Source: an optimization exercise on an open RTL-to-GDS flow (aim: small area, a short achievable clock period and few clock cycles). Production flows keep margins and buffers that such runs may drop. The RTL was checked by simulation tests, not by an equivalence proof against the original design.

==> inputs of job 6260 <==
// bert_core
module bert_core (
    input  wire        clk,
    input  wire        rst,
    input  wire        cmd_valid,
    output wire        cmd_ready,
    input  wire [63:0] cmd_data,
    output reg         rsp_valid,
    output reg  [3:0]  rsp_status,
    output reg  [63:0] rsp_value,
    output reg         mem_req,
    output reg         mem_we,
    output reg  [31:0] mem_addr,
    output reg  [7:0]  mem_wdata,
    input  wire        mem_gnt,
    input  wire [7:0]  mem_rdata
);
clock: 11.0 ns
lec_check: 0
cap_margin: 20
core_margin: 2
core_utilization: 40
setup_slack_margin: 5
slew_margin: 20
run.sh (not shown) runs the stock make flow with config.mk's settings and CLKGATE_MAP_FILE= SYNTH_SCRIPT=/design/flow/synth_recipe.tcl, a recipe that flattens the netlist after the stock synthesis.
==> job 2465: changes against job 6260 <==
--- a/flow/design.v
+++ b/flow/design.v
@@ -121,25 +121,17 @@
     wire [63:0] rx_val = rx_s ? {64{1'b1}} : rx_v;
     wire [63:0] in_val = in_s ? {64{1'b1}} : in_v;
     wire [63:0] er_val = er_s ? {64{1'b1}} : er_v;
     wire [63:0] ls_val = ls_s ? {64{1'b1}} : ls_v;
     reg [31:0] tp;            
     reg        ser;           
     reg [23:0] cnt;           
     reg        cnt0, cnt1;    
-    reg [7:0]  f0, f1, f2, f3, f4, f5, f6, f7;
-    function [7:0] fsel(input [2:0] p, input [7:0] a0, input [7:0] a1, input [7:0] a2,
-                        input [7:0] a3, input [7:0] a4, input [7:0] a5, input [7:0] a6,
-                        input [7:0] a7);
-        case (p)
-            3'd0: fsel = a0; 3'd1: fsel = a1; 3'd2: fsel = a2; 3'd3: fsel = a3;
-            3'd4: fsel = a4; 3'd5: fsel = a5; 3'd6: fsel = a6; default: fsel = a7;
-        endcase
-    endfunction
+    reg [7:0]  fifo [0:7];
     reg [2:0]  wp;            
     reg [2:0]  rp_s;          
     reg [2:0]  rp_c;          
     reg [2:0]  occ;           
     reg        rvd;           
     reg [7:0]  head;          
     reg [31:0] hw;            
     reg [7:0]  pfx_s;         
@@ -148,17 +140,16 @@
     reg [7:0]  ebuf;          
     reg        va;
     reg [7:0]  xa;            
     reg [7:0]  ba;            
     reg [7:0]  nba;           
     reg [7:0]  xba;           
     reg [2:0]  oa;
     reg        sa;            
-    reg [3:0]  x7a;           
     reg        vb;
     reg [7:0]  evb;           
     reg [7:0]  xb2, nb2, mb2;
     reg [2:0]  ob2;
     reg        sb;
     reg [7:0]  xe2;           
     reg        it;            
     reg [2:0]  itp;           
@@ -223,20 +214,17 @@
         end
     endgenerate
     wire [5:0]  xsh = ~{chk_order[4:0], 1'b0} + 6'd1;    
     wire [71:0] xw  = uvec >> xsh;
     wire a_done   = !ser || (o_s == 3'd7);
     wire gen_step = !cnt0 && ((ser && (o_s != 3'd7)) || !mem_req || mem_gnt);
     wire a_chk    = !gen_act && !fl && !it && (rp_s != wp);
     wire a_go     = gen_act ? gen_step : a_chk;
-    wire [2:0] rp_s1 = rp_s + 3'd1;
-    wire [7:0] h_c   = fsel(rp_c,  f0, f1, f2, f3, f4, f5, f6, f7);
-    wire [7:0] h_s1  = fsel(rp_s1, f0, f1, f2, f3, f4, f5, f6, f7);
-    wire [7:0] h_s0  = fsel(rp_s,  f0, f1, f2, f3, f4, f5, f6, f7);
+    wire [2:0] rp_s_n = fl ? rp_c : ((a_chk && a_done) ? rp_s + 3'd1 : rp_s);
     wire [5:0] n  = chk_order;
     wire [6:0] n2 = {chk_order, 1'b0};
     function [7:0] sort8(input [7:0] v);
         reg [7:0] a;
         reg       h;
         begin
             a = v;
             begin h = a[0] | a[1]; a[1] = a[0] & a[1]; a[0] = h; end begin h = a[2] | a[3]; a[3] = a[2] & a[3]; a[2] = h; end begin h = a[4] | a[5]; a[5] = a[4] & a[5]; a[4] = h; end begin h = a[6] | a[7]; a[7] = a[6] & a[7]; a[6] = h; end
@@ -249,18 +237,18 @@
         end
     endfunction
     reg [7:0] m1;
     always @(*) begin
         for (k = 0; k < 8; k = k + 1)
             m1[k] = sa ? (k == oa) : (k >= oa);
     end
     wire [7:0] um = sort8(m1 & xa);        
-    wire [3:0] u7 = {um[7], um[3] & !um[7], (um[1] & !um[3]) | (um[5] & !um[7]),
-                     (um[0] & !um[1]) | (um[2] & !um[3]) | (um[4] & !um[5]) | (um[6] & !um[7])};
+    wire [3:0] u7 = pop8(m1 & xa);
+    wire [3:0] x7 = pop8(m1 & xba);
     reg        sus;
     always @(*) begin
         sus = 1'b0;
         for (k = 0; k < 8; k = k + 1)
             if (slack == k) sus = um[k];
     end
     wire ite  = xb2[itp];
     wire itx  = xe2[itp];
@@ -334,30 +322,20 @@
     wire [71:0] er_n = cnt_step(er_v, er_c, c_err_n);
     wire [71:0] ls_n = cnt_step(ls_v, ls_c, {3'd0, c_loss});
     always @(posedge clk) begin
         if (rdy) begin
             op  <= cmd_data[63:56];
             len <= cmd_data[55:32];
         end
         if (rvd) begin
-            case (wp)
-                3'd0: f0 <= mem_rdata; 3'd1: f1 <= mem_rdata;
-                3'd2: f2 <= mem_rdata; 3'd3: f3 <= mem_rdata;
-                3'd4: f4 <= mem_rdata; 3'd5: f5 <= mem_rdata;
-                3'd6: f6 <= mem_rdata; default: f7 <= mem_rdata;
-            endcase
-            wp <= wp + 3'd1;
-        end
-        if (fl)
-            head <= (rvd && (wp == rp_c)) ? mem_rdata : h_c;
-        else if (a_chk && a_done)
-            head <= (rvd && (wp == rp_s1)) ? mem_rdata : h_s1;
-        else
-            head <= (rvd && (wp == rp_s)) ? mem_rdata : h_s0;
+            fifo[wp] <= mem_rdata;
+            wp       <= wp + 3'd1;
+        end
+        head <= (rvd && (wp == rp_s_n)) ? mem_rdata : fifo[rp_s_n];
         rvd <= rd_grant;
         occ <= occ + {2'd0, rd_grant} - {2'd0, b_go && b_done};
         if (clr) begin
             rx_v <= 64'd0; rx_c <= 7'd0; rx_s <= 1'b0;
             in_v <= 64'd0; in_c <= 7'd0; in_s <= 1'b0;
             er_v <= 64'd0; er_c <= 7'd0; er_s <= 1'b0;
             ls_v <= 64'd0; ls_c <= 7'd0; ls_s <= 1'b0;
         end else begin
@@ -382,27 +360,26 @@
                 hw  <= {hw[23:0], rev8(nbv)};
             end else begin
                 o_s <= o_s + 3'd1;
             end
             if (!gen_act) begin
                 va    <= 1'b1;
                 ebuf  <= ebuf_n;
                 if (a_done) begin
-                    rp_s <= rp_s1;
+                    rp_s <= rp_s + 3'd1;
                     hist <= {hist[55:0], rev8(ebuf_n)};
                 end
             end
         end
         if (!it) begin
             xa  <= x;
             ba  <= bb;
             nba <= nbv;
             xba <= xw[7:0];
-            x7a <= pop8(m & xw[7:0]);
             oa  <= o_s;
             sa  <= ser;
         end else begin
             va  <= va && !fl;
         end
         vb <= 1'b0;
         if (!it) begin
             evb <= ev;
@@ -430,17 +407,17 @@
             if (!itlo) begin
                 evb   <= 8'd0;
                 slack <= slack + {5'd0, itx} - {5'd0, ite};
             end
         end else if (va && chk_sync && !sa && sus) begin
             it <= 1'b1;
         end else if (va) begin
             vb    <= 1'b1;
-            slack <= (slack + {2'd0, x7a}) - {2'd0, u7};
+            slack <= slack + {2'd0, x7} - {2'd0, u7};
             rem   <= subsat(rem, a7);
             zr    <= zx7 ? subsat({1'b0, zr}, a7) : subsat({1'b0, n}, r7);
             qr    <= zb7 ? subsat(qr, a7) : subsat(n2, rq7);
         end
         fl     <= 1'b0;
         c_ins  <= 8'd0;
         c_err  <= 8'd0;
         c_loss <= 1'b0;
==> flow/flow/run.sh (new file) <==
#!/bin/bash
# Standard layout, with timing repair aiming below the clock period (a larger
# setup margin) on all violating endpoints.
set -euo pipefail
bash standard.sh SETUP_SLACK_MARGIN=8 TNS_END_PERCENT=100 finish > standard.log 2>&1
==> flow/standard.sh (new file) <==
#!/bin/bash
# synth_recipe.tcl (not shown) runs the flow's synth.tcl, then flattens the netlist and writes it again
# the make line also repeats each setting of config.mk as NAME=value (left out here)
make -C /OpenROAD-flow-scripts/flow DESIGN_CONFIG=/design/flow/config.mk WORK_HOME=/design/flow/orfs CLKGATE_MAP_FILE= SYNTH_SCRIPT=/design/flow/synth_recipe.tcl "${@:-finish}"
==> flow/config.mk (replaced) <==
export PLATFORM = sky130hd
export DESIGN_NAME = bert_core
export DESIGN_NICKNAME = bert_core
export VERILOG_FILES = /design/flow/design.v
export SDC_FILE = /design/flow/constraint.sdc
export NUM_CORES = 4
export LEC_CHECK = 0
export CAP_MARGIN = 20
export CORE_MARGIN = 2
export CORE_UTILIZATION = 40
export SLEW_MARGIN = 20
removed: flow/run.sh
==> metrics.md <==
| Metric | Value |
|---|---|
| Pre-antenna DRT Iters | `9` |
| Num tapcells | `1876` |
| Synth Instances | `6304` |
| FF-to-FF End | `x7a[2]$_DFFE_PN_` |
| Status | `no timing/DRC/antenna violations` |
| Layout cells sized above 1 | `under 10%` |
| Buffers, non-clock | `roughly 260` |
| Synthesized area per cell | `between 8 and 9 µm²` |
| RSZ-0062 raised after global routing | `false` |
| R2R setup slack | `about 5300 ps` |
| VDD IR max | `between 200 and 250 µV` |
| Reg area | `between 20000 and 25000 µm²` |
| Clock-cell share of area | `between 6 and 7%` |
| Simple logic cell fraction of the synthesized area | `approximately a fifth` |
| Sequential cell area share | `37.36%` |
| DP HPWL | `128200 µm` |
# the run above: job 6260

==> metrics.md <==
| Metric | Value |
|---|---|
| Pre-antenna DRT Iters | `6` |
| Buffers, non-clock | `between 600 and 700` |
| VDD IR max | `271.9 µV` |
| FF-to-FF End | `slack[5]$_DFF_P_` |
| Clock-cell share of area | `around 5.3%` |
| Simple logic cell fraction of the synthesized area | `roughly a fifth` |
| Status | `no timing/DRC/antenna violations` |
| R2R setup slack | `5690 ps` |
| RSZ-0062 raised after global routing | `true` |
| Synth Instances | `between 6000 and 7000` |
# the run above: job 2465

Testbench counts of job 6260, summed over its fixed seeds: cycles 23,216.
Testbench counts of job 2465, summed over its fixed seeds: cycles 23,216.

========
==> run R <==
bert_core, a different RTL version from the one above (not shown whole).
make LEC_CHECK=0 CAP_MARGIN=20 CORE_MARGIN=2 CORE_UTILIZATION=40 SLEW_MARGIN=20 finish   # period 11.0 ns
Stock flow here: none of the scripts above is used.
==> inputs of run K, as changes to run R <==
--- a/flow/design.v
+++ b/flow/design.v
@@ -16,16 +16,17 @@
 );
     localparam [3:0] ST_OK      = 4'd0;
     localparam [3:0] ST_ILLEGAL = 4'd1;
     localparam [3:0] ST_CONFIG  = 4'd2;
     localparam [3:0] ST_NOTCONF = 4'd3;
     localparam [3:0] ST_RANGE   = 4'd4;
-    localparam [1:0] S_IDLE = 2'd0;
-    localparam [1:0] S_DEC  = 2'd1;
-    localparam [1:0] S_GEN  = 2'd2;
-    localparam [1:0] S_RD   = 2'd3;
+    localparam [2:0] S_IDLE = 3'd0;
+    localparam [2:0] S_DEC  = 3'd1;
+    localparam [2:0] S_GEN  = 3'd2;
+    localparam [2:0] S_RD   = 3'd3;
+    localparam [2:0] S_DEC2 = 3'd4;    
     function [31:0] tap_mask(input [5:0] n);
         case (n)
             6'd2:  tap_mask = 32'h00000003;
             6'd3:  tap_mask = 32'h00000006;
             6'd4:  tap_mask = 32'h0000000C;
             6'd5:  tap_mask = 32'h00000014;
@@ -79,13 +80,14 @@
             pop8 = {1'b0, q0} + {1'b0, q1};
         end
     endfunction
     function [7:0] rev8(input [7:0] v);
         rev8 = {v[0], v[1], v[2], v[3], v[4], v[5], v[6], v[7]};
     endfunction
-    reg [1:0]  st;
+    reg [2:0]  st;
+    reg        rb;            
     reg        rdy;
     reg [7:0]  op;
     reg [23:0] len;           
     assign cmd_ready = rdy;
     wire fmt_o_ok = (len == 24'd0) && (mem_addr[31:6] == 26'd0);
     wire fmt_q_ok = (len == 24'd0) && (mem_addr == 32'd0);
@@ -95,12 +97,14 @@
     wire is_chk_init = (op == 8'h20) && fmt_o_ok;
     wire is_chk_chk  = (op == 8'h21);
     wire is_query    = (op[7:3] == 5'b00101) && (op[2:0] <= 3'd4) && fmt_q_ok;
     wire order_ok  = (c_order >= 6'd2) && (c_order <= 6'd32);
     wire [24:0] rsum      = {1'b0, mem_addr[23:0]} + {1'b0, len};
     wire        range_bad = (&mem_addr[31:24]) && rsum[24] && (rsum[23:0] != 24'd0);
+    wire        hi_addr   = (&mem_addr[31:24]) && (st == S_DEC);
+    wire        rbad      = (st == S_DEC2) && rb;
     reg        gen_conf;
     reg [5:0]  gen_order;
     reg [31:0] gen_h;         
     reg        chk_conf;
     reg [5:0]  chk_order;
     reg        chk_sync;      
@@ -125,27 +129,28 @@
     reg [7:0]  fifo [0:7];
     reg [2:0]  wp;            
     reg [2:0]  rp_s;          
     reg [2:0]  rp_c;          
     reg [2:0]  occ;           
     reg        rvd;           
+    reg [7:0]  head;          
     reg [31:0] hw;            
     reg [7:0]  pfx_s;         
     reg [2:0]  o_s;           
     reg [63:0] hist;          
     reg [7:0]  ebuf;          
     reg        va;
     reg [7:0]  xa;            
     reg [7:0]  ba;            
     reg [7:0]  nba;           
     reg [7:0]  xba;           
     reg [2:0]  oa;
     reg        vb;
-    reg [7:0]  xb2, bb2, nb2;
+    reg [7:0]  evb;           
+    reg [7:0]  xb2, nb2, mb2;
     reg [2:0]  ob2;
-    reg [4:0]  sk [0:7];      
     reg [7:0]  pfx_c;
     reg [2:0]  o_c;
     reg        fl;            
     reg [7:0]  c_ins;
     reg [7:0]  c_err;
     reg        c_loss;
@@ -154,14 +159,13 @@
     wire rd_grant  = mem_req && mem_gnt && !mem_we;
     wire pipe_busy = (occ != 3'd0) || va || vb || fl || rvd;
     wire rx_busy   = pipe_busy || (rx_c != 7'd0);
     wire chk_busy  = pipe_busy || (c_ins != 8'd0) || c_loss || (c_ins_n != 4'd0) ||
                      (in_c != 7'd0) || (er_c != 7'd0) || (ls_c != 7'd0) || clr;
     wire dec_wait  = (op == 8'h28) ? rx_busy : chk_busy;
-    wire [7:0] fb = fifo[rp_s];
-    wire [7:0] bb = rev8(fb);
+    wire [7:0] bb = rev8(head);
     wire       pm = gen_act || chk_sync;       
     reg [7:0]  lt;            
     reg [7:0]  m;             
     reg [7:0]  nbnc;          
     reg [7:0]  th;            
     reg [7:0]  t;             
@@ -207,84 +211,86 @@
     wire [5:0]  xsh = ~{chk_order[4:0], 1'b0} + 6'd1;    
     wire [71:0] xw  = uvec >> xsh;
     wire a_done   = !ser || (o_s == 3'd7);
     wire gen_step = !cnt0 && ((ser && (o_s != 3'd7)) || !mem_req || mem_gnt);
     wire a_chk    = !gen_act && !fl && (rp_s != wp);
     wire a_go     = gen_act ? gen_step : a_chk;
+    wire [2:0] rp_s_n = fl ? rp_c : ((a_chk && a_done) ? rp_s + 3'd1 : rp_s);
+    wire [5:0] n  = chk_order;
+    wire [6:0] n2 = {chk_order, 1'b0};
     reg [7:0] m1;
     reg [1:0] w [0:7];
     reg [2:0] p01, p23, p45, p67;
     reg [3:0] p03, p47;
+    reg [4:0] sk [0:7];       
     always @(*) begin
         for (k = 0; k < 8; k = k + 1) begin
             m1[k] = ser ? (k == oa) : (k >= oa);
             w[k]  = !m1[k] ? 2'd1 : {xa[k] & !xba[k], !(xa[k] ^ xba[k])};
         end
         p01 = {1'b0, w[0]} + {1'b0, w[1]};
         p23 = {1'b0, w[2]} + {1'b0, w[3]};
         p45 = {1'b0, w[4]} + {1'b0, w[5]};
         p67 = {1'b0, w[6]} + {1'b0, w[7]};
         p03 = {1'b0, p01} + {1'b0, p23};
         p47 = {1'b0, p45} + {1'b0, p67};
+        sk[0] = {3'd0, w[0]};
+        sk[1] = {2'd0, p01};
+        sk[2] = {2'd0, p01} + {3'd0, w[2]};
+        sk[3] = {1'b0, p03};
+        sk[4] = {1'b0, p03} + {3'd0, w[4]};
+        sk[5] = {1'b0, p03} + {2'd0, p45};
+        sk[6] = {1'b0, p03} + ({2'd0, p45} + {3'd0, w[6]});
+        sk[7] = {1'b0, p03} + {1'b0, p47};
     end
-    wire [4:0] s0 = {3'd0, w[0]};
-    wire [4:0] s1 = {2'd0, p01};
-    wire [4:0] s2 = {2'd0, p01} + {3'd0, w[2]};
-    wire [4:0] s3 = {1'b0, p03};
-    wire [4:0] s4 = {1'b0, p03} + {3'd0, w[4]};
-    wire [4:0] s5 = {1'b0, p03} + {2'd0, p45};
-    wire [4:0] s6 = {1'b0, p03} + ({2'd0, p45} + {3'd0, w[6]});
-    wire [4:0] s7 = {1'b0, p03} + {1'b0, p47};
-    wire [5:0] n  = chk_order;
-    wire [6:0] n2 = {chk_order, 1'b0};
-    reg [7:0] mb, le, mz;
-    reg [3:0] ak;                      
+    function [3:0] act_upto(input [2:0] o, input s, input integer kk);
+        act_upto = (kk < o) ? 4'd0 : (s ? 4'd1 : kk + 1 - o);
+    endfunction
+    reg [7:0] le, mz;
+    reg [3:0] ak;
     reg       full, zok, qz, cnd, lossk;
     reg [7:0] ev;
     always @(*) begin
-        for (k = 0; k < 8; k = k + 1)
-            mb[k] = ser ? (k == ob2) : (k >= ob2);
         for (k = 0; k < 8; k = k + 1) begin
             for (i = 0; i < 8; i = i + 1) begin
-                le[i] = mb[i] && (i <= k);
+                le[i] = m1[i] && (i <= k);
                 mz[i] = le[i] && ((i + n) > k);
             end
-            if (ser) ak = (k >= ob2) ? 4'd1 : 4'd0;
-            else     ak = (k >= ob2) ? (k + 1 - ob2) : 4'd0;
+            ak    = act_upto(oa, ser, k);
             full  = ({3'd0, ak} >= rem);
-            cnd   = ((k + 1) >= (ob2 + n)) || ({2'd0, ak} >= zr);
-            zok   = !(|(xb2 & mz)) && cnd;
-            qz    = !(|(bb2 & le)) && ({3'd0, ak} >= qr);
+            cnd   = ((k + 1) >= (oa + n)) || ({2'd0, ak} >= zr);
+            zok   = !(|(xa & mz)) && cnd;
+            qz    = !(|(ba & le)) && ({3'd0, ak} >= qr);
             lossk = ({2'd0, sk[k]} > ({1'b0, slack} + k + 1));
-            ev[k] = mb[k] && (chk_sync ? lossk : (full && zok && !qz));
+            ev[k] = m1[k] && (chk_sync ? lossk : (full && zok && !qz));
         end
     end
-    reg [7:0] cm;                      
-    reg       anyev;
-    reg [2:0] kend;                    
+    wire [3:0] a7  = ser ? 4'd1 : 4'd8 - {1'b0, oa};
+    wire [7:0] xm  = m1 & xa;
+    wire [7:0] bm  = m1 & ba;
+    wire       zx7 = !(|xm);
+    wire       zb7 = !(|bm);
+    reg  [3:0] r7, rq7;
     always @(*) begin
-        anyev = 1'b0;
-        kend  = 3'd7;
+        r7 = 4'd0; rq7 = 4'd0;
         for (k = 0; k < 8; k = k + 1) begin
-            cm[k] = mb[k] && !anyev;
-            if (ev[k] && !anyev) kend = k;
-            anyev = anyev || ev[k];
+            if (xm[k]) r7  = 4'd7 - k;
+            if (bm[k]) rq7 = 4'd7 - k;
         end
-        if (!anyev && ser) kend = ob2;
+        if (ser) begin r7 = 4'd0; rq7 = 4'd0; end
     end
-    wire [3:0] a7  = ser ? 4'd1 : 4'd8 - {1'b0, ob2};
-    wire       zx7 = !(|(mb & xb2));
-    wire       zb7 = !(|(mb & bb2));
-    reg  [3:0] r7, rq7;                
+    reg [7:0] cm;                      
+    reg       anyev;
+    reg [2:0] kend;                    
     always @(*) begin
-        r7 = 4'd0; rq7 = 4'd0;
+        anyev = 1'b0;
+        kend  = ser ? ob2 : 3'd7;
         for (k = 0; k < 8; k = k + 1) begin
-            if (mb[k]) begin
-                if (xb2[k]) r7 = 4'd0; else r7 = r7 + 4'd1;
-                if (bb2[k]) rq7 = 4'd0; else rq7 = rq7 + 4'd1;
-            end
+            cm[k] = mb2[k] && !anyev;
+            if (evb[k] && !anyev) kend = k;
+            anyev = anyev || evb[k];
         end
     end
     wire       b_go   = vb && !fl;
     wire       b_done = (kend == 3'd7);
     wire [7:0] nbf    = (cm & nb2) | (~cm & pfx_c);
     function [71:0] cnt_step(input [63:0] v, input [7:1] c, input [3:0] inc);
@@ -310,12 +316,13 @@
             len <= cmd_data[55:32];
         end
         if (rvd) begin
             fifo[wp] <= mem_rdata;
             wp       <= wp + 3'd1;
         end
+        head <= (rvd && (wp == rp_s_n)) ? mem_rdata : fifo[rp_s_n];
         rvd <= rd_grant;
         occ <= occ + {2'd0, rd_grant} - {2'd0, b_go && b_done};
         if (clr) begin
             rx_v <= 64'd0; rx_c <= 7'd0; rx_s <= 1'b0;
             in_v <= 64'd0; in_c <= 7'd0; in_s <= 1'b0;
             er_v <= 64'd0; er_c <= 7'd0; er_s <= 1'b0;
@@ -354,19 +361,29 @@
         end
         xa  <= x;
         ba  <= bb;
         nba <= nbv;
         xba <= xw[7:0];
         oa  <= o_s;
-        vb    <= va && !fl;
-        xb2   <= xa;
-        bb2   <= ba;
-        nb2   <= nba;
-        ob2   <= oa;
-        sk[0] <= s0; sk[1] <= s1; sk[2] <= s2; sk[3] <= s3;
-        sk[4] <= s4; sk[5] <= s5; sk[6] <= s6; sk[7] <= s7;
+        vb  <= va && !fl;
+        evb <= ev;
+        xb2 <= xa;
+        nb2 <= nba;
+        mb2 <= m1;
+        ob2 <= oa;
+        if (fl) begin
+            slack <= n;
+            rem   <= n2;
+            zr    <= n;
+            qr    <= n2;
+        end else if (va) begin
+            slack <= slack + 6'd8 - {1'b0, sk[7]};
+            rem   <= subsat(rem, a7);
+            zr    <= zx7 ? subsat({1'b0, zr}, a7) : subsat({1'b0, n}, r7);
+            qr    <= zb7 ? subsat(qr, a7) : subsat(n2, rq7);
+        end
         fl     <= 1'b0;
         c_ins  <= 8'd0;
         c_err  <= 8'd0;
         c_loss <= 1'b0;
         if (b_go) begin
             pfx_c <= nbf;
@@ -382,34 +399,25 @@
                 c_err  <= cm & xb2;
                 c_loss <= anyev;
             end
             if (anyev) begin
                 fl       <= 1'b1;
                 chk_sync <= !chk_sync;
-                slack    <= n;
-                rem      <= n2;
-                zr       <= n;
-                qr       <= n2;
-            end else begin
-                slack <= slack + 6'd8 - {1'b0, sk[7]};
-                rem   <= subsat(rem, a7);
-                zr    <= zx7 ? subsat({1'b0, zr}, a7) : subsat({1'b0, n}, r7);
-                qr    <= zb7 ? subsat(qr, a7) : subsat(n2, rq7);
             end
         end
         c_ins_n <= pop8(c_ins);
         c_err_n <= pop8(c_err);
         rsp_valid <= 1'b0;
         case (st)
             S_IDLE: begin
                 if (cmd_valid) begin
                     rdy <= 1'b0;
                     st  <= S_DEC;
                 end
             end
-            S_DEC: begin
+            S_DEC, S_DEC2: begin
                 cnt  <= len;
                 cnt0 <= (len == 24'd0);
                 cnt1 <= (len == 24'd1);
                 if (!dec_wait && is_gen_fill) begin
                     hw  <= gen_h;
                     tp  <= tap_mask(gen_order);
@@ -446,21 +454,31 @@
                             qr        <= {c_order, 1'b0};
                             slack     <= c_order;
                             clr       <= 1'b1;
                         end
                     end else if (is_gen_fill) begin
                         if (!gen_conf) rsp_status <= ST_NOTCONF;
-                        else if (range_bad) rsp_status <= ST_RANGE;
+                        else if (hi_addr) begin
+                            rsp_valid <= 1'b0;
+                            rdy       <= 1'b0;
+                            st        <= S_DEC2;
+                            rb        <= range_bad;
+                        end else if (rbad) rsp_status <= ST_RANGE;
                         else if (len != 24'd0) begin
                             rsp_valid <= 1'b0;
                             rdy       <= 1'b0;
                             st        <= S_GEN;
                         end
                     end else if (is_chk_chk) begin
                         if (!chk_conf) rsp_status <= ST_NOTCONF;
-                        else if (range_bad) rsp_status <= ST_RANGE;
+                        else if (hi_addr) begin
+                            rsp_valid <= 1'b0;
+                            rdy       <= 1'b0;
+                            st        <= S_DEC2;
+                            rb        <= range_bad;
+                        end else if (rbad) rsp_status <= ST_RANGE;
                         else if (len != 24'd0) begin
                             rsp_valid <= 1'b0;
                             rdy       <= 1'b0;
                             st        <= S_RD;
                             mem_req   <= 1'b1;
                             mem_we    <= 1'b0;
==> flow_summary.json <==
{
  "well_tap_count": 1781,
  "ys_types": 94,
  "fin_util_pct": 45.5,
  "gp_congestion": 0.959,
  "status": "no timing/DRC/antenna violations",
  "wl_um": 167000,
  "start_util_pct": 40.2,
  "dieWidth_um": 372,
  "multiInputGateArea_mm2": 0.0301
}
-- figures above: run K

==> flow_summary.json <==
{
  "status": "no timing/DRC/antenna violations",
  "grt_pass1_vias": 44600,
  "ys_types": 101,
  "multiInputGateArea_mm2": 0.0315,
  "synth_top_area_share_pct": 23.5,
  "dieWidth_um": 380,
  "tns_ns": 0,
  "wl_um": 174000,
  "start_util_pct": 40.4,
  "gp_congestion": 0.950,
  "crit_top_cell": "ha_1",
  "multi_input_gates": 4822,
  "end_kind": "flip-flop",
  "fin_util_pct": 45.8
}
-- figures above: run R

Testbench counts of run R, summed over its fixed seeds: cycles 22,852.
Testbench counts of run K, summed over its fixed seeds: cycles 22,852.

[what the ideal ports hide]
The results above use ideal ports. As a check the final layouts listed here were re-extracted and re-timed, cells and wires unchanged.
Step 1 assumes that a clkbuf_16 drives the clock port and a buf_2 every other input.
Step 2, shift: input delay + t, output delay - t, t = (earliest + latest rising clock arrival at the registers) / 2. This alone moves slack from input paths to output paths.
Three values: no drivers, after step 1, after step 2; two values: the first two.
run | t, ns | slack for setup (ns) | latest minus earliest clock arrival (ns) | worst register clock-pin slew, ns | worst slew at a driven data input, ns
job 6260 | 0.823 | 5.301 / 5.301 / 5.301 | 0.081 / 0.081 | 0.07 / 0.07 | 0.11
job 2465 | 0.827 | 5.687 / 5.687 / 5.687 | 0.044 / 0.044 | 0.07 / 0.07 | 0.11
run R | 0.826 | 2.930 / 2.930 / 2.930 | 0.082 / 0.083 | 0.07 / 0.07 | 0.22
run K | 0.805 | 3.507 / 3.507 / 3.507 | 0.041 / 0.040 | 0.07 / 0.07 | 0.07
After both steps setup and hold are still met in every run listed.
